Context: an optimization exercise on an open-source flow, tuned for small area, a short achievable clock period and few clock cycles per item. The choices shown serve that exercise and are no tape-out recipe.
Function was checked by simulation only, so behaviour that the tests miss may differ from the original.
Power figures rest on the tool's default switching activity, not on a simulated workload.

==> design/flow/config.mk <==
export PLATFORM = sky130hd
export DESIGN_NAME = fc_codec
export DESIGN_NICKNAME = fc_codec
export VERILOG_FILES = /design/flow/design.v
export SDC_FILE = /design/flow/constraint.sdc
export NUM_CORES = 4
export LEC_CHECK = 0
export CAP_MARGIN = 20
export CORE_MARGIN = 2
export CORE_UTILIZATION = 40
export SLEW_MARGIN = 20
==> design/flow/run.sh <==
#!/bin/bash
# synth_recipe.tcl (not shown) runs the flow's synth.tcl, then flattens the netlist and writes it again
# the make line also repeats each setting of config.mk as NAME=value (left out here)
make -C /OpenROAD-flow-scripts/flow DESIGN_CONFIG=/design/flow/config.mk WORK_HOME=/design/flow/orfs CLKGATE_MAP_FILE= SYNTH_SCRIPT=/design/flow/synth_recipe.tcl finish
==> design/flow/constraint.sdc <==
create_clock -name core_clock -period 10.0 [get_ports {clk}]
set_input_delay 2.0000 -clock core_clock [delete_from_list [all_inputs] [get_ports {clk}]]
set_output_delay 2.0000 -clock core_clock [all_outputs]
set_load 0.01 [all_outputs]
==> design/flow/design.v <==
module fc_codec (
    input  wire       clk,
    input  wire       rst,         
    input  wire       req_valid,
    output wire       req_ready,
    input  wire [7:0] req_data,
    output wire       res_valid,
    input  wire       res_ready,
    output wire [7:0] res_data
);
    localparam [7:0] ST_OK  = 8'd0;
    localparam [7:0] ST_IPS = 8'd1;    
    localparam [7:0] ST_NSC = 8'd2;    
    localparam [7:0] ST_CKM = 8'd3;    
    localparam [1:0] K_RES  = 2'd0,    
                     K_ENC  = 2'd1,    
                     K_DEC  = 2'd2,    
                     K_FAIL = 2'd3;    
    localparam [3:0] W_OP   = 4'd0,
                     W_EN0  = 4'd1,
                     W_EN1  = 4'd2,
                     W_EPAY = 4'd3,
                     W_SKIP = 4'd4,
                     W_DM0  = 4'd5,
                     W_DM1  = 4'd6,
                     W_DR0  = 4'd7,
                     W_DR1  = 4'd8,
                     W_DRAW = 4'd9;
    localparam [2:0] SC_FIRST = 3'd0,
                     SC_ZEROS = 3'd1,
                     SC_LEN   = 3'd2,
                     SC_LCS   = 3'd3,
                     SC_PAY   = 3'd4,
                     SC_DCS   = 3'd5,
                     SC_RES   = 3'd6;
    localparam [2:0] R_NEXT = 3'd0,
                     R_HDR  = 3'd1,
                     R_PAY  = 3'd2,
                     R_DCS  = 3'd3,
                     R_END  = 3'd4;
    reg [7:0] now;
    always @(posedge clk)
        if (rst) now <= 8'd0;
        else     now <= now + 8'd1;
    reg       iv, sv;
    reg [7:0] ib, sb;
    wire      go;                        
    wire      take = req_valid && !sv;
    assign req_ready = !sv;
    always @(posedge clk) begin
        if (rst) begin
            iv <= 1'b0;
            sv <= 1'b0;
        end else if (go || !iv) begin
            if (sv) begin
                iv <= 1'b1;
                ib <= sb;
                sv <= 1'b0;
            end else begin
                iv <= take;
                ib <= req_data;
            end
        end else if (take) begin
            sv <= 1'b1;
            sb <= req_data;
        end
    end
    wire [7:0] b = ib;
    wire       we;                       
    wire [1:0] wsel;                     
    wire [7:0] wdin = b;
    wire [7:0] rq [0:255];
    genvar g;
    generate
        for (g = 0; g < 256; g = g + 1) begin : st
            reg [7:0] q;
            if (g % 64 == 0) begin : wt
                always @(posedge clk)
                    q <= (we && wsel == g / 64) ? wdin : rq[(g + 255) % 256];
            end else begin : sh
                always @(posedge clk)
                    q <= rq[g - 1];
            end
            assign rq[g] = q;
        end
    endgenerate
    reg  [1:0] qk [0:3];
    reg  [7:0] qa [0:3];
    reg  [1:0] qh, qt;
    reg  [2:0] qn;
    wire       push, pop;
    reg  [1:0] pk;
    reg  [7:0] pa;
    wire       q_full  = qn[2];
    wire       q_empty = (qn == 3'd0);
    wire [1:0] hk = qk[qh];
    wire [7:0] ha = qa[qh];
    always @(posedge clk) begin
        if (rst) begin
            qh <= 2'd0;
            qt <= 2'd0;
            qn <= 3'd0;
        end else begin
            if (push) begin
                qk[qt] <= pk;
                qa[qt] <= pa;
                qt     <= qt + 2'd1;
            end
            if (pop)
                qh <= qh + 2'd1;
            qn <= qn + {2'd0, push} - {2'd0, pop};
        end
    end
    reg  [7:0] sx [0:3];
    reg  [1:0] sh_, st_;
    reg  [2:0] sn;
    wire       spush, spop;
    wire [7:0] px;
    wire       s_full  = sn[2];
    wire       s_empty = (sn == 3'd0);
    wire [7:0] hx = sx[sh_];
    always @(posedge clk) begin
        if (rst) begin
            sh_ <= 2'd0;
            st_ <= 2'd0;
            sn  <= 3'd0;
        end else begin
            if (spush) begin
                sx[st_] <= px;
                st_     <= st_ + 2'd1;
            end
            if (spop)
                sh_ <= sh_ + 2'd1;
            sn <= sn + {2'd0, spush} - {2'd0, spop};
        end
    end
    reg  [8:0] cnt;                      
    reg  [7:0] wa;                       
    reg  [7:0] cur_start;                
    reg        wany;                     
    reg  [7:0] wcnt;                     
    reg  [7:0] rp;                       
    reg  [2:0] rs;                       
    reg  [1:0] rk;                       
    reg  [7:0] ra;                       
    wire       rd_byte;                  
    wire       rewind;                   
    wire       cnt0 = (cnt == 9'd0);
    wire       r_has = (rs == R_HDR || rs == R_PAY) && (rk == K_ENC || rk == K_DEC);
    wire [7:0] base = r_has ? rp : (!s_empty ? hx : cur_start);
    wire [7:0] free_sp = base - wa;
    wire [7:0] jdist   = now - wa;
    wire       jump_ok = cnt0 || (jdist < free_sp);
    wire       room    = cnt0 || (wa != base);
    wire       wtap    = (jdist[5:0] == 6'd0);
    reg [3:0]  ws;
    reg [2:0]  scan;
    reg [7:0]  nlo;
    reg [15:0] len16;        
    reg [15:0] rawlen;
    reg [16:0] win;
    reg [15:0] idx;          
    reg [7:0]  plen;         
    reg [7:0]  pcnt;         
    reg [7:0]  wsum;         
    wire [15:0] n16      = {b, nlo};
    wire [16:0] maxw     = {1'b0, len16} + 17'd7;
    wire [16:0] rawlen_n = {1'b0, b, rawlen[7:0]};
    wire [16:0] win_next = (maxw < rawlen_n) ? maxw : rawlen_n;
    wire in_win   = ({1'b0, idx} < win);
    wire raw_last = (idx == rawlen - 16'd1);
    reg [2:0] scan_n;
    reg [7:0] stat_n;
    always @(*) begin
        scan_n = scan;
        stat_n = ST_OK;
        case (scan)
            SC_FIRST:
                if (b == 8'h00)
                    scan_n = SC_ZEROS;
                else begin
                    scan_n = SC_RES;
                    stat_n = ST_NSC;
                end
            SC_ZEROS:
                if (b == 8'hFF)
                    scan_n = SC_LEN;
                else if (b != 8'h00) begin
                    scan_n = SC_RES;
                    stat_n = ST_NSC;
                end
            SC_LEN:
                scan_n = SC_LCS;
            SC_LCS:
                if (plen + b != 8'd0) begin
                    scan_n = SC_RES;
                    stat_n = ST_CKM;
                end else if (plen == 8'd0)
                    scan_n = SC_DCS;
                else
                    scan_n = SC_PAY;
            SC_PAY:
                if (pcnt == plen - 8'd1)
                    scan_n = SC_DCS;
            SC_DCS: begin
                scan_n = SC_RES;
                stat_n = (wsum + b == 8'd0) ? ST_OK : ST_CKM;
            end
            default: ;
        endcase
    end
    wire [2:0] scan_end   = in_win ? scan_n : scan;
    wire [7:0] cut_status = (scan_end == SC_FIRST || scan_end == SC_ZEROS) ? ST_NSC : ST_CKM;
    wire d_live    = (scan != SC_RES);
    wire d_decide  = in_win && d_live && (scan_n == SC_RES);
    wire d_resolve = d_live && (d_decide || raw_last);
    wire [7:0] d_status = d_decide ? stat_n : cut_status;
    wire d_pay     = in_win && (scan == SC_PAY) && !raw_last;
    wire want_w  = (ws == W_EPAY) || (ws == W_DRAW && d_pay);
    wire first_w = !wany;
    wire can_w   = first_w ? (jump_ok || (wtap && room)) : (wtap && room);
    wire use_jump = first_w && jump_ok;
    reg  want_p;
    always @(*) begin
        want_p = 1'b0;
        pk = K_RES;
        pa = b;
        case (ws)
            W_OP:
                if (b != 8'h01 && b != 8'h02)
                    want_p = 1'b1;
            W_EN1:
                if (n16 == 16'd0 || n16 > 16'd254) begin
                    want_p = 1'b1;
                    pk = K_FAIL;
                    pa = ST_IPS;
                end
            W_EPAY:
                if (first_w) begin
                    want_p = 1'b1;
                    pk = K_ENC;
                    pa = plen;
                end
            W_DR1:
                if ({b, rawlen[7:0]} == 16'd0) begin
                    want_p = 1'b1;
                    pk = K_FAIL;
                    pa = ST_NSC;
                end
            W_DRAW:
                if (d_resolve) begin
                    want_p = 1'b1;
                    if (d_status == ST_OK && plen != 8'd0) begin
                        pk = K_DEC;
                        pa = plen;
                    end else begin
                        pk = K_FAIL;         
                        pa = d_status;
                    end
                end
            default: ;
        endcase
    end
    wire want_s = want_p && (pk == K_ENC || pk == K_DEC);
    wire stall = (want_p && q_full) || (want_s && s_full) || (want_w && !can_w);
    assign go   = iv && !stall;
    assign push = go && want_p;
    assign spush = go && want_s;
    assign px   = (ws == W_EPAY) ? waddr : cur_start;
    assign we   = go && want_w;
    wire [7:0] waddr = use_jump ? now : wa;
    assign wsel = use_jump ? 2'd0 : jdist[7:6];
    assign rewind = push && (ws == W_DRAW) && (d_status != ST_OK) && wany;
    always @(posedge clk) begin
        if (rst) begin
            ws   <= W_OP;
            scan <= SC_FIRST;
            wany <= 1'b0;
        end else begin
            if (we) begin
                wa   <= waddr + 8'd1;
                wany <= 1'b1;
                wcnt <= wcnt + 8'd1;
                if (first_w) begin
                    cur_start <= waddr;
                    wcnt      <= 8'd1;
                end
            end
            if (rewind)
                wa <= cur_start;
            if (go) begin
                case (ws)
                    W_OP: begin
                        pcnt <= 8'd0;
                        wsum <= 8'd0;
                        plen <= 8'd0;
                        wany <= 1'b0;
                        if (b == 8'h01)
                            ws <= W_EN0;
                        else if (b == 8'h02)
                            ws <= W_DM0;
                    end
                    W_EN0: begin
                        nlo <= b;
                        ws  <= W_EN1;
                    end
                    W_EN1: begin
                        if (n16 == 16'd0)
                            ws <= W_OP;
                        else if (n16 > 16'd254) begin
                            idx <= n16;
                            ws  <= W_SKIP;
                        end else begin
                            plen <= nlo;
                            ws   <= W_EPAY;
                        end
                    end
                    W_EPAY: begin
                        pcnt <= pcnt + 8'd1;
                        if (pcnt == plen - 8'd1)
                            ws <= W_OP;
                    end
                    W_SKIP: begin
                        idx <= idx - 16'd1;
                        if (idx == 16'd1)
                            ws <= W_OP;
                    end
                    W_DM0: begin
                        len16[7:0] <= b;
                        ws         <= W_DM1;
                    end
                    W_DM1: begin
                        len16[15:8] <= b;
                        ws          <= W_DR0;
                    end
                    W_DR0: begin
                        rawlen[7:0] <= b;
                        ws          <= W_DR1;
                    end
                    W_DR1: begin
                        rawlen[15:8] <= b;
                        win          <= win_next;
                        idx          <= 16'd0;
                        scan         <= SC_FIRST;
                        if ({b, rawlen[7:0]} == 16'd0)
                            ws <= W_OP;
                        else
                            ws <= W_DRAW;
                    end
                    W_DRAW: begin
                        idx <= idx + 16'd1;
                        if (in_win) begin
                            scan <= scan_n;
                            if (scan == SC_LEN)
                                plen <= b;
                            if (scan == SC_PAY) begin
                                wsum <= wsum + b;
                                pcnt <= pcnt + 8'd1;
                            end
                        end
                        if (d_resolve)
                            scan <= SC_RES;
                        if (raw_last)
                            ws <= W_OP;
                    end
                    default: ws <= W_OP;
                endcase
            end
        end
    end
    reg [3:0] rh;            
    reg [7:0] rleft;         
    reg [7:0] rdist;         
    reg [7:0] rsum;          
    reg       o0v, o1v;
    reg [7:0] o0, o1;
    wire      o0_free = !o0v || res_ready;
    assign res_valid = o0v;
    assign res_data  = o0;
    wire       rtap = (rdist[2:0] == 3'd7) && !rdist[7];
    wire [7:0] tapv [0:15];
    generate
        for (g = 0; g < 16; g = g + 1) begin : tp
            assign tapv[g] = rq[8 * g + 7];
        end
    endgenerate
    wire [7:0] ring_byte = tapv[rdist[6:3]];
    wire       can_out = !o1v;
    wire [8:0] n7 = {1'b0, ra} + 9'd7;
    reg [7:0] hbyte;
    reg       hlast;
    always @(*) begin
        hbyte = 8'h00;
        hlast = 1'b0;
        case (rh)
            4'd1: hbyte = (rk == K_RES) ? 8'h08 : (rk == K_FAIL) ? ra : 8'h00;
            4'd2: hbyte = (rk == K_ENC) ? n7[7:0] : (rk == K_DEC) ? ra : 8'h00;
            4'd3: begin
                hbyte = {7'd0, (rk == K_ENC) && n7[8]};
                hlast = (rk != K_ENC);
            end
            4'd6: hbyte = 8'hFF;
            4'd7: hbyte = ra;
            4'd8: begin
                hbyte = 8'd0 - ra;
                hlast = 1'b1;
            end
            default: hbyte = 8'h00;
        endcase
    end
    wire [7:0] op_byte = (hk == K_RES) ? ha :
                         (hk == K_ENC) ? 8'h01 :
                         (hk == K_DEC) ? 8'h02 :
                         ((ha == ST_IPS) ? 8'h01 : 8'h02);
    assign spop = pop && (hk == K_ENC || hk == K_DEC);
    reg       newv;
    reg [7:0] newb;
    assign pop     = (rs == R_NEXT) && !q_empty && can_out;
    assign rd_byte = (rs == R_PAY) && can_out && !cnt0 && rtap;
    always @(*) begin
        newv = 1'b0;
        newb = ring_byte;
        case (rs)
            R_NEXT: begin
                newv = pop;
                newb = op_byte;
            end
            R_HDR: begin
                newv = can_out;
                newb = hbyte;
            end
            R_PAY: begin
                newv = rd_byte;
                newb = ring_byte;
            end
            R_DCS: begin
                newv = can_out;
                newb = 8'd0 - rsum;
            end
            R_END: begin
                newv = can_out;
                newb = 8'h00;
            end
            default: ;
        endcase
    end
    always @(posedge clk) begin
        if (rst) begin
            rs  <= R_NEXT;
            o0v <= 1'b0;
            o1v <= 1'b0;
        end else begin
            if (o0_free) begin
                if (o1v) begin
                    o0  <= o1;
                    o0v <= 1'b1;
                    o1  <= newb;
                    o1v <= newv;
                end else begin
                    o0  <= newb;
                    o0v <= newv;
                end
            end else if (newv) begin
                o1  <= newb;
                o1v <= 1'b1;
            end
            rdist <= rd_byte ? rdist : rdist + 8'd1;
            case (rs)
                R_NEXT: if (pop) begin
                    rk    <= hk;
                    ra    <= ha;
                    rp    <= hx;
                    rdist <= now - hx;
                    rleft <= ha;
                    rsum  <= 8'd0;
                    rh    <= 4'd1;
                    rs    <= R_HDR;
                end
                R_HDR: if (can_out) begin
                    rh <= rh + 4'd1;
                    if (hlast) begin
                        if (rk == K_ENC || rk == K_DEC)
                            rs <= R_PAY;
                        else
                            rs <= R_NEXT;
                    end
                end
                R_PAY: if (rd_byte) begin
                    rp    <= rp + 8'd1;
                    rsum  <= rsum + ring_byte;
                    rleft <= rleft - 8'd1;
                    if (rleft == 8'd1)
                        rs <= (rk == K_ENC) ? R_DCS : R_NEXT;
                end
                R_DCS: if (can_out)
                    rs <= R_END;
                R_END: if (can_out)
                    rs <= R_NEXT;
                default: rs <= R_NEXT;
            endcase
        end
    end
    always @(posedge clk) begin
        if (rst)
            cnt <= 9'd0;
        else
            cnt <= cnt + {8'd0, we} - {8'd0, rd_byte} - (rewind ? {1'b0, wcnt} : 9'd0);
    end
endmodule
==> run_results.csv, run 1 <==
group,metric,value,unit
yosys,yosysSeqAreaShare,79.6,%
cts,insertion_delay,800,ps
yosys,yosysTopAreaCell,"dfxtp_1",
yosys,synth_cells,4236,
global_route,grt_pass1_vias,29300,
sta,hold_slack,306,ps
routing,drt.antenna.violating_nets,0,
yosys,synthesis.area,63000,um2
finish,fin_nets,4553,
setup_path,cp_max_fo,16,
sta,worst_pin_slew,1020,ps
sta,final.setup.tns,0,ps
power,pwr-share-clk,38.9,%
routing,routedWlPerCell,15.9,um
cts,post_cts_buffers,0,
run,maxCapViolCount,0,
place,dpl.hpwl,66.2,mm
hold_path,hp-class,"flop to flop",
yosys,dominantRegCellSynth,"dfxtp_1",
floorplanning,dieArea,161000,um2
yosys,synth_area_leaders,"dfxtp_1, edfxtp_1, ha_1",
cts,hold_buffers,0,
floorplanning,num_io_pins,22,
power,p_total,19.8,mW
yosys,synth_edf_count,271,
sta,setup_slack,1980,ps
hold_path,hp-start,"st[73].q[2]",
routing,drt_iter0_drc,1820,
power,p_switching,4.76,mW
yosys,synth_area_per_cell,14.9,um2
power,powerDensity,273,nW/um2
cts,numCtsBuffers,201,
cts,root_buffer,"clkbuf_16",
finish,design_area,72400,um2
global_route,grt_pass1_wl,166,mm
cts,path_clk_slew,60,ps
global_route,antenna_found_initial,4,
routing,dr_total_vias,29800,
place,io_buffers,21,
setup_path,reg2regPathDepth,32,
yosys,synthArstFlopShare,0,%
cts,htreeDepth,4,
global_route,grt_use_total,13.0,%
setup_path,reg2reg_slack,1980,ps
place,place_congestion,0.841,
hold_path,whs_path_depth,0,
floorplanning,die_x,401,um
cts,cts_resized,0,
finish,drive_above_1_share,11.1,%
power,netSwitchingFraction,24.1,%
sta,post-route-min-period,8020,ps
floorplanning,start_util,40.3,%
sta,fmax,125,MHz
power,internal-power,15.0,mW
run_status,outcome,"timing/DRC/antenna clean",
power,vdd_drop_max,268,uV
power,combPwrFrac,10.7,%
hold_path,holdPathEnd,"st[74].q[2]",
setup_path,worst-setup-path-type,"flop to flop",
yosys,ys_seq_elements,2369,
sta,fin_worst_skew,23.9,ps
sta,relSlewSlack,31.8,%
sta,report.final.setup_viol,0,
place,place_area,65700,um2
setup_path,slowest_delay,720,ps
finish,syn_to_final_growth,15.0,%
routing,drcViolationCount,0,
cts,cts.sinks,2369,
routing,via_per_inst,4.51,
yosys,syn_nets,4398,
setup_path,cp.required,10640,ps
finish,multi_input_area,11900,um2
setup_path,crit_top_cell,"a21oi_1",
floorplanning,fp-row-count,145,
finish,fillers,13400,
yosys,ys_warn_count,1,
setup_path,cp-start-kind,"flop",
sta,timing.final.hold_violations,0,
sta,timing.final.crit_share,80.2,%
cts,cts_tree,"built",
routing,wirelength,105,mm
setup_path,endpoint_kind,"flop",
yosys,synthDistinctLibCells,93,
place,dp_slack,1950,ps
routing,first_pass_iters,5,
cts,cts_buffer_depth,3,
setup_path,r2r_end,"cnt[8]",
finish,regArea,50100,um2
setup_path,crit_path_top_delay_cell,"or3_1",
sta,rsz0062_at_grt,"no",
sta,report.final.slew_viol_count,0,
power,power.leakage,28.3,nW
floorplanning,fp.dieH,401,um
power,pwr-share-seq,50.4,%
floorplanning,core,156000,um2
setup_path,worstPathArrival,8660,ps
yosys,netlist.area_leader.share,66.7,%
global_route,grt_max_degree,65,
global_route,grt-ovfl-total,0,
[power groups by stage]
stage          clock, mW  sequential [mW]  combinational [mW]
2_1_floorplan          0             10.1                1.50
3_5_place_dp           0             10.2                2.12
3_3_place_gp           0             10.2                2.11
5_1_grt             8.32             9.99                2.35
4_1_cts             7.93             9.97                2.14
6_report            7.71             9.97                2.12
[synthesized netlist by cell type (all sizes together) (33+ instances only)]
master,n
a21oi,104
clkbuf,89
dfxtp,2098
edfxtp,271
ha,139
inv,139
mux2,78
mux2i,43
nand2,161
nand3,59
nor2,178
nor2b,33
nor3,51
o21ai,113
xnor2,94
xor2,59
[cell families (layout without fill, tap and decap cells)]
kind of cell	after synthesis	in the layout	share of synthesized area, %
XOR/XNOR	154	154	2.16
AO/OA/AOI/OAI	474	474	5.10
multiplexers	141	141	2.81
flip-flops	2369	2369	79.6
adder cells (fa/ha/maj)	151	151	3.13
buffers and inverters	246	564	1.53
AND/OR/NAND/NOR	700	700	5.66
other	1	2	0.00595
[routing by layer]
| layer | track usage [%] | share of wire, % | vias to the layer above |
|---|---|---|---|
| li1 | - | - | 14800 |
| met1 | 19.3 | 52 | 14300 |
| met2 | 18.9 | 42 | 547 |
| met3 | 2.54 | 4.2 | 190 |
| met4 | 4.75 | 2.3 | 2 |
| met5 | 0 | 0.012 | - |
[cells in the final DEF, fill, tap and decap left out, types with 12 or more instances in the layout]
| cell | n |
|---|---|
| a211oi_1 | 17 |
| a21o_1 | 21 |
| a21oi_1 | 104 |
| a221o_1 | 12 |
| a221oi_1 | 17 |
| a22o_1 | 13 |
| a22oi_1 | 21 |
| and2_1 | 27 |
| and3_1 | 26 |
| buf_4 | 37 |
| clkbuf_1 | 45 |
| clkbuf_16 | 210 |
| clkbuf_8 | 36 |
| clkdlybuf4s50_1 | 20 |
| clkinv_2 | 31 |
| dfxtp_1 | 2098 |
| edfxtp_1 | 271 |
| ha_1 | 139 |
| inv_1 | 137 |
| mux2_2 | 76 |
| mux2i_1 | 43 |
| mux4_2 | 20 |
| nand2_1 | 161 |
| nand2b_1 | 27 |
| nand3_1 | 59 |
| nand4_1 | 22 |
| nor2_1 | 177 |
| nor2b_1 | 33 |
| nor3_1 | 50 |
| nor4_1 | 20 |
| o211ai_1 | 13 |
| o21a_1 | 13 |
| o21ai_0 | 111 |
| o31ai_1 | 16 |
| or2_2 | 14 |
| or3_1 | 12 |
| xnor2_1 | 94 |
| xor2_1 | 59 |
[state kept, by name, summed over array words and instances (netlist names), 9 cells and up, named ones only]
register,count
idx,16
st.q,2048
sx,32
cnt,9
rawlen,16
win,17
len16,16
qa,32
[critical path: cells and delay by family, from the launching register on]
family	cells	cell delay [ps]
flip-flops	1	670
AO/OA/AOI/OAI	16	2740
adder cells (fa/ha/maj)	5	1650
XOR/XNOR	2	230
multiplexers	2	830
AND/OR/NAND/NOR	7	1740
[cell type report]
cell class              instances  share of cell area (%)
well taps                    2058                    3.56
repair buffers                 59                   0.674
multi-input cells            1621                    16.5
clock buffers                 291                    8.17
clock inverters                75                    1.16
diodes                          1                 0.00346
flip-flops and latches       2369                    69.2
inverters                     139                   0.720
[worst max-delay path by stage]
stage | from | to | slack [ps] | cells past startpoint
floorplan | flop | cnt[7] | 2880 | 34
global placement | flop | cnt[7] | 1890 | 32
detailed placement | flop | cnt[8] | 1950 | 32
CTS | flop | cnt[8] | 1890 | 32
global route | rk[0] | cnt[8] | 1360 | 35
finish | flop | cnt[8] | 1980 | 32
[through the flow]
stage | instances | util, %
CTS | 6611 | 46.4
detailed placement | 6245 | 42.0
global placement | 6245 | 42.0
finish | 6613 | 46.4
global route | 6612 | 46.4
floorplan | 4236 | -
Testbench counts, summed over its fixed seeds: cycles 38,863, items 1,280.
==> run 2: changes to the inputs <==
--- a/design/flow/design.v
+++ b/design/flow/design.v
@@ -135,9 +135,7 @@
         end
     end
-    reg  [8:0] cnt;                      
     reg  [7:0] wa;                       
     reg  [7:0] cur_start;                
     reg        wany;                     
-    reg  [7:0] wcnt;                     
     reg  [7:0] rp;                       
     reg  [2:0] rs;                       
@@ -146,28 +144,25 @@
     wire       rd_byte;                  
     wire       rewind;                   
-    wire       cnt0 = (cnt == 9'd0);
+    wire       dany;                     
     wire       r_has = (rs == R_HDR || rs == R_PAY) && (rk == K_ENC || rk == K_DEC);
-    wire [7:0] base = r_has ? rp : (!s_empty ? hx : cur_start);
-    wire [7:0] free_sp = base - wa;
+    wire [7:0] base = r_has ? rp : (!s_empty ? hx : (dany ? cur_start : wa));
+    reg  [8:0] free_r;
+    reg        jo_r;
     wire [7:0] jdist   = now - wa;
-    wire       jump_ok = cnt0 || (jdist < free_sp);
-    wire       room    = cnt0 || (wa != base);
+    wire       room    = (free_r[8:1] != 8'd0);
     wire       wtap    = (jdist[5:0] == 6'd0);
     reg [3:0]  ws;
     reg [2:0]  scan;
-    reg [7:0]  nlo;
-    reg [15:0] len16;        
-    reg [15:0] rawlen;
-    reg [16:0] win;
-    reg [15:0] idx;          
-    reg [7:0]  plen;         
-    reg [7:0]  pcnt;         
+    reg [7:0]  c8;           
+    reg [15:0] wrem;         
+    reg [15:0] rrem;         
     reg [7:0]  wsum;         
-    wire [15:0] n16      = {b, nlo};
-    wire [16:0] maxw     = {1'b0, len16} + 17'd7;
-    wire [16:0] rawlen_n = {1'b0, b, rawlen[7:0]};
-    wire [16:0] win_next = (maxw < rawlen_n) ? maxw : rawlen_n;
-    wire in_win   = ({1'b0, idx} < win);
-    wire raw_last = (idx == rawlen - 16'd1);
+    wire [15:0] n16      = {b, c8};
+    wire [16:0] maxw     = {1'b0, b, c8} + 17'd7;
+    reg  inw;                
+    reg  rl;                 
+    wire in_win   = inw;
+    wire raw_last = rl;
+    wire [7:0] wlen = wa - cur_start;    
     reg [2:0] scan_n;
     reg [7:0] stat_n;
@@ -193,13 +188,13 @@
                 scan_n = SC_LCS;
             SC_LCS:
-                if (plen + b != 8'd0) begin
+                if (c8 + b != 8'd0) begin
                     scan_n = SC_RES;
                     stat_n = ST_CKM;
-                end else if (plen == 8'd0)
+                end else if (c8 == 8'd0)
                     scan_n = SC_DCS;
                 else
                     scan_n = SC_PAY;
             SC_PAY:
-                if (pcnt == plen - 8'd1)
+                if (c8 == 8'd1)
                     scan_n = SC_DCS;
             SC_DCS: begin
@@ -219,6 +214,6 @@
     wire want_w  = (ws == W_EPAY) || (ws == W_DRAW && d_pay);
     wire first_w = !wany;
-    wire can_w   = first_w ? (jump_ok || (wtap && room)) : (wtap && room);
-    wire use_jump = first_w && jump_ok;
+    wire can_w   = first_w ? (jo_r || (wtap && room)) : (wtap && room);
+    wire use_jump = first_w && jo_r;
     reg  want_p;
     always @(*) begin
@@ -231,5 +226,5 @@
                     want_p = 1'b1;
             W_EN1:
-                if (n16 == 16'd0 || n16 > 16'd254) begin
+                if (n16 == 16'd0 || b != 8'd0 || c8 == 8'd255) begin
                     want_p = 1'b1;
                     pk = K_FAIL;
@@ -240,8 +235,8 @@
                     want_p = 1'b1;
                     pk = K_ENC;
-                    pa = plen;
+                    pa = c8;
                 end
             W_DR1:
-                if ({b, rawlen[7:0]} == 16'd0) begin
+                if (n16 == 16'd0) begin
                     want_p = 1'b1;
                     pk = K_FAIL;
@@ -251,7 +246,7 @@
                 if (d_resolve) begin
                     want_p = 1'b1;
-                    if (d_status == ST_OK && plen != 8'd0) begin
+                    if (d_status == ST_OK && wany) begin
                         pk = K_DEC;
-                        pa = plen;
+                        pa = wlen;
                     end else begin
                         pk = K_FAIL;         
@@ -263,5 +258,24 @@
     end
     wire want_s = want_p && (pk == K_ENC || pk == K_DEC);
-    wire stall = (want_p && q_full) || (want_s && s_full) || (want_w && !can_w);
+    reg  need_q, need_s;
+    always @(*) begin
+        need_q = 1'b0;
+        need_s = 1'b0;
+        case (ws)
+            W_OP:   need_q = (b != 8'h01 && b != 8'h02);
+            W_EN1:  need_q = 1'b1;
+            W_EPAY: begin
+                need_q = first_w;
+                need_s = first_w;
+            end
+            W_DR1:  need_q = 1'b1;
+            W_DRAW: begin
+                need_q = d_live && (raw_last || (in_win && scan != SC_LEN && scan != SC_PAY));
+                need_s = d_live && (scan == SC_DCS);
+            end
+            default: ;
+        endcase
+    end
+    wire stall = (need_q && q_full) || (need_s && s_full) || (want_w && !can_w);
     assign go   = iv && !stall;
     assign push = go && want_p;
@@ -272,4 +286,17 @@
     assign wsel = use_jump ? 2'd0 : jdist[7:6];
     assign rewind = push && (ws == W_DRAW) && (d_status != ST_OK) && wany;
+    assign dany   = wany && (ws == W_DRAW) && d_live;
+    reg rw;                  
+    always @(posedge clk) begin
+        if (rst) begin
+            free_r <= 9'd256;
+            jo_r   <= 1'b0;
+            rw     <= 1'b0;
+        end else begin
+            free_r <= {(base == wa), base - wa} - {8'd0, we};
+            jo_r   <= ({2'b0, jdist} + 10'd4 <= {1'b0, free_r});
+            rw     <= rewind;
+        end
+    end
     always @(posedge clk) begin
         if (rst) begin
@@ -281,18 +308,13 @@
                 wa   <= waddr + 8'd1;
                 wany <= 1'b1;
-                wcnt <= wcnt + 8'd1;
-                if (first_w) begin
+                if (first_w)
                     cur_start <= waddr;
-                    wcnt      <= 8'd1;
-                end
             end
-            if (rewind)
+            if (rw)
                 wa <= cur_start;
             if (go) begin
                 case (ws)
                     W_OP: begin
-                        pcnt <= 8'd0;
                         wsum <= 8'd0;
-                        plen <= 8'd0;
                         wany <= 1'b0;
                         if (b == 8'h01)
@@ -302,46 +324,46 @@
                     end
                     W_EN0: begin
-                        nlo <= b;
-                        ws  <= W_EN1;
+                        c8 <= b;
+                        ws <= W_EN1;
                     end
                     W_EN1: begin
+                        rrem <= n16;
+                        rl   <= 1'b0;
                         if (n16 == 16'd0)
                             ws <= W_OP;
-                        else if (n16 > 16'd254) begin
-                            idx <= n16;
-                            ws  <= W_SKIP;
-                        end else begin
-                            plen <= nlo;
-                            ws   <= W_EPAY;
-                        end
+                        else if (b != 8'd0 || c8 == 8'd255)
+                            ws <= W_SKIP;
+                        else
+                            ws <= W_EPAY;
                     end
                     W_EPAY: begin
-                        pcnt <= pcnt + 8'd1;
-                        if (pcnt == plen - 8'd1)
+                        c8 <= c8 - 8'd1;
+                        if (c8 == 8'd1)
                             ws <= W_OP;
                     end
                     W_SKIP: begin
-                        idx <= idx - 16'd1;
-                        if (idx == 16'd1)
+                        rrem <= rrem - 16'd1;
+                        rl   <= (rrem == 16'd2);
+                        if (raw_last)
                             ws <= W_OP;
                     end
                     W_DM0: begin
-                        len16[7:0] <= b;
-                        ws         <= W_DM1;
+                        c8 <= b;
+                        ws <= W_DM1;
                     end
                     W_DM1: begin
-                        len16[15:8] <= b;
-                        ws          <= W_DR0;
+                        wrem <= maxw[16] ? 16'hFFFF : maxw[15:0];
+                        inw  <= 1'b1;
+                        ws   <= W_DR0;
                     end
                     W_DR0: begin
-                        rawlen[7:0] <= b;
-                        ws          <= W_DR1;
+                        c8 <= b;
+                        ws <= W_DR1;
                     end
                     W_DR1: begin
-                        rawlen[15:8] <= b;
-                        win          <= win_next;
-                        idx          <= 16'd0;
-                        scan         <= SC_FIRST;
-                        if ({b, rawlen[7:0]} == 16'd0)
+                        rrem <= n16;
+                        rl   <= (n16 == 16'd1);
+                        scan <= SC_FIRST;
+                        if (n16 == 16'd0)
                             ws <= W_OP;
                         else
@@ -349,12 +371,15 @@
                     end
                     W_DRAW: begin
-                        idx <= idx + 16'd1;
+                        rrem <= rrem - 16'd1;
+                        rl   <= (rrem == 16'd2);
                         if (in_win) begin
+                            wrem <= wrem - 16'd1;
+                            inw  <= (wrem != 16'd1);
                             scan <= scan_n;
                             if (scan == SC_LEN)
-                                plen <= b;
+                                c8 <= b;
                             if (scan == SC_PAY) begin
                                 wsum <= wsum + b;
-                                pcnt <= pcnt + 8'd1;
+                                c8   <= c8 - 8'd1;
                             end
                         end
@@ -370,5 +395,4 @@
     end
     reg [3:0] rh;            
-    reg [7:0] rleft;         
     reg [7:0] rdist;         
     reg [7:0] rsum;          
@@ -417,5 +441,5 @@
     reg [7:0] newb;
     assign pop     = (rs == R_NEXT) && !q_empty && can_out;
-    assign rd_byte = (rs == R_PAY) && can_out && !cnt0 && rtap;
+    assign rd_byte = (rs == R_PAY) && can_out && (rp != wa) && rtap;
     always @(*) begin
         newv = 1'b0;
@@ -472,5 +496,4 @@
                     rp    <= hx;
                     rdist <= now - hx;
-                    rleft <= ha;
                     rsum  <= 8'd0;
                     rh    <= 4'd1;
@@ -489,6 +512,6 @@
                     rp    <= rp + 8'd1;
                     rsum  <= rsum + ring_byte;
-                    rleft <= rleft - 8'd1;
-                    if (rleft == 8'd1)
+                    ra    <= ra - 8'd1;
+                    if (ra == 8'd1)
                         rs <= (rk == K_ENC) ? R_DCS : R_NEXT;
                 end
@@ -501,9 +524,3 @@
         end
     end
-    always @(posedge clk) begin
-        if (rst)
-            cnt <= 9'd0;
-        else
-            cnt <= cnt + {8'd0, we} - {8'd0, rd_byte} - (rewind ? {1'b0, wcnt} : 9'd0);
-    end
 endmodule
==> run 2 against run 1 <==
Net effect:
- die area is 5.7% lower
- final cell count is 6.5% lower
- sequential share of layout area is 1.1 points higher
- largest cell class unchanged
- critical endpoint is now free_r[8]
==> run_results.csv, run 2 <==
group,metric,value,unit
yosys,synth_adder_area_share,2.43,%
sta,final.setup.tns,0,ps
routing,drt.antenna.violating_nets,0,
finish,fin_nets,4213,
sta,fmax,190,MHz
cts,root_buffer,"clkbuf_16",
yosys,synth_area_leaders,"dfxtp_1, edfxtp_1, ha_1",
setup_path,worst-setup-path-type,"flop to flop",
routing,drt_iter0_drc,1534,
place,dpl.hpwl,62.1,mm
finish,mostFrequentLayoutCells,"dfxtp_1, edfxtp_1, clkbuf_16, nor2_1, nand2_1",
global_route,grt_max_degree,52,
yosys,ys_seq_elements,2308,
place,place_congestion,0.889,
cts,cts_tree,"built",
global_route,grt_pass1_wl,157,mm
yosys,yosysSeqAreaShare,81.4,%
sta,rsz0062_at_grt,"no",
yosys,synth_top_family_by_area,"simple AND/OR/NAND/NOR gates",
cts,cts_resized,0,
place,placed_cells,5827,
power,powerDensity,278,nW/um2
yosys,synth_commonest_cells,"dfxtp_1, edfxtp_1, nor2_1",
cts,post_cts_buffers,0,
global_route,antenna_found_initial,4,
cts,cts_buffer_depth,3,
setup_path,worstPathArrival,5900,ps
yosys,synthesis.area,59400,um2
floorplanning,num_io_pins,22,
setup_path,cp.required,10650,ps
floorplanning,fp.dieH,389,um
floorplanning,die_x,389,um
cts,htreeDepth,4,
yosys,ys_warn_count,1,
sta,worst_pin_slew,1150,ps
routing,routedWlPerCell,16.2,um
finish,stdcell_count,6184,
setup_path,cp_max_fo,12,
yosys,synth_compound_area_share,4.87,%
yosys,syn_nets,4065,
place,io_buffers,21,
yosys,synth_area_per_cell,15.0,um2
cts,cts.sinks,2308,
floorplanning,start_util,40.2,%
yosys,synth_cells,3944,
yosys,synthDistinctLibCells,91,
routing,first_pass_iters,5,
cts,numCtsBuffers,193,
run,maxCapViolCount,0,
finish,design_area,68600,um2
yosys,synth_mux_area_share,2.38,%
setup_path,cp-start-kind,"flop",
finish,largest_reg_flops,2048,
yosys,yosysMostFrequentCell,"dfxtp_1",
sta,fin_worst_skew,38.8,ps
power,power.leakage,26.6,nW
finish,syn_to_final_growth,15.7,%
yosys,yosysTopAreaCell,"dfxtp_1",
finish,drive_above_1_share,11.0,%
routing,via_per_inst,4.47,
yosys,synthArstFlopShare,0,%
finish,largest_register,"st.q",
power,vdd_drop_max,169,uV
floorplanning,core,147000,um2
sta,report.final.setup_viol,0,
global_route,grt_use_total,13.3,%
yosys,yosys.area_share.simple,5.68,%
finish,reg_top3,"st.q: 2048 flops, qa: 32 flops, sx: 32 flops",
setup_path,endpoint_kind,"flop",
global_route,grt_pass1_vias,27100,
sta,post-route-min-period,5250,ps
routing,wirelength,100,mm
yosys,synth_xor_xnor_area_share,2.03,%
finish,final_common_cell,"dfxtp_1",
routing,drcViolationCount,0,
sta,timing.final.crit_share,52.5,%
cts,insertion_delay,790,ps
cts,path_clk_slew,70,ps
sta,relSlewSlack,22.5,%
yosys,netlist.area_leader.share,70.8,%
yosys,synth_edf_count,208,
sta,timing.final.hold_violations,0,
floorplanning,dieArea,151000,um2
routing,dr_total_vias,27600,
floorplanning,fp-row-count,141,
sta,report.final.slew_viol_count,0,
yosys,dominantRegCellSynth,"dfxtp_1",
sta,hold_slack,288,ps
cts,hold_buffers,0,
global_route,grt-ovfl-total,0,
hold_path,hp-class,"flop to flop",
place,place_area,61900,um2
run_status,outcome,"timing/DRC/antenna clean",
[run 2: per-stage QoR]
stage / power [mW] / setup WS [ps] / utilization, %
floorplan: 11.0 / 4960 / -
global placement: 11.6 / 4900 / 42.0
detailed placement: 11.6 / 4780 / 42.0
CTS: 19.3 / 4770 / 46.5
global route: 19.9 / 4350 / 46.5
finish: 19.1 / 4750 / 46.5
[run 2: worst max-delay path: stages, from the launching register on]
cell	delay (ps)
edfxtp_1	560
inv_1	170
ha_1	300
nor2b_1	150
o21a_1	170
nor2_1	110
xnor2_1	120
inv_1	80
ha_1	140
nand2_1	60
a211oi_1	200
o21ai_0	120
o31ai_1	520
nand2_1	650
nor2_1	490
ha_1	240
ha_1	160
nand2_1	110
nor4_1	470
mux2i_1	230
o21ai_0	80
[run 2: layout make-up]
type                    count  area (um2)
fillers                 12800       78800
flip-flops and latches   2308       48300
multi-input cells        1438       10400
clock buffers             272        5610
well taps                1930        2410
clock inverters            82        1140
repair buffers             56         465
inverters                  95         357
diodes                      3        7.51
[run 2: cells by family (layout without fill, tap and decap cells)]
group / count (synthesis) / count (layout)
mux: 110 / 110
simple gates: 646 / 646
other cells: 0 / 3
compound gates: 436 / 436
fa+ha+maj: 110 / 110
buf+inv: 198 / 505
flops: 2308 / 2308
xor+xnor: 136 / 136
[run 2: worst paths after layout]
kind / start / endpoint / slack [ps] / depth (start not counted)
max: wa[1] / free_r[8] / 4750 / 20
min: st[234].q[2] / st[235].q[2] / 290 / 0
max reg2reg: wa[1] / free_r[8] / 4750 / 20
min reg2reg: st[234].q[2] / st[235].q[2] / 290 / 0
[run 2: report_power, final]
group | switching (mW) | internal, mW | total, mW
clock network | 3.27 | 4.45 | 7.71
registers | 0.158 | 9.50 | 9.66
logic | 1.04 | 0.667 | 1.71
total | 4.47 | 14.6 | 19.1
[run 2: per-layer routing]
layer  vias to the layer above  global-route usage, %  wire, um
met5                         -                      0         0
met4                         0                   5.02      2440
met3                       190                   2.73      5050
met2                       566                   18.8     41200
met1                     13200                   19.8     51500
li1                      13700                      -         -
Testbench counts of run 2, summed over its fixed seeds: cycles 38,902, items 1,280.

[re-timing with driven ports]
How much do the figures lean on ideal ports? The routed layouts below were timed once more, with nothing changed but the port constraints. Step 1: set_driving_cell puts a clkbuf_16 on clk and a buf_2 on each other input, an assumption about the parent block. Step 2 moves the port delays by t, midway between the first and last clock arrival at a register: inputs arrive t later, outputs are due t later. That takes back most of the time a late clock gives input paths. Three values: ideal ports, drivers, drivers and shift; two values: the first two.
run	t, ns	slack for setup (ns)	hold WS [ns]	worst setup path after step 2	slew at the worst register clock pin (ns)
run 1	0.853	1.982 / 1.982 / 1.982	0.306 / 0.306 / 0.306	register to register	0.07 / 0.07
run 2	0.849	4.750 / 4.750 / 4.750	0.288 / 0.288 / 0.288	register to register	0.07 / 0.07
After both steps every run listed still meets setup and hold.
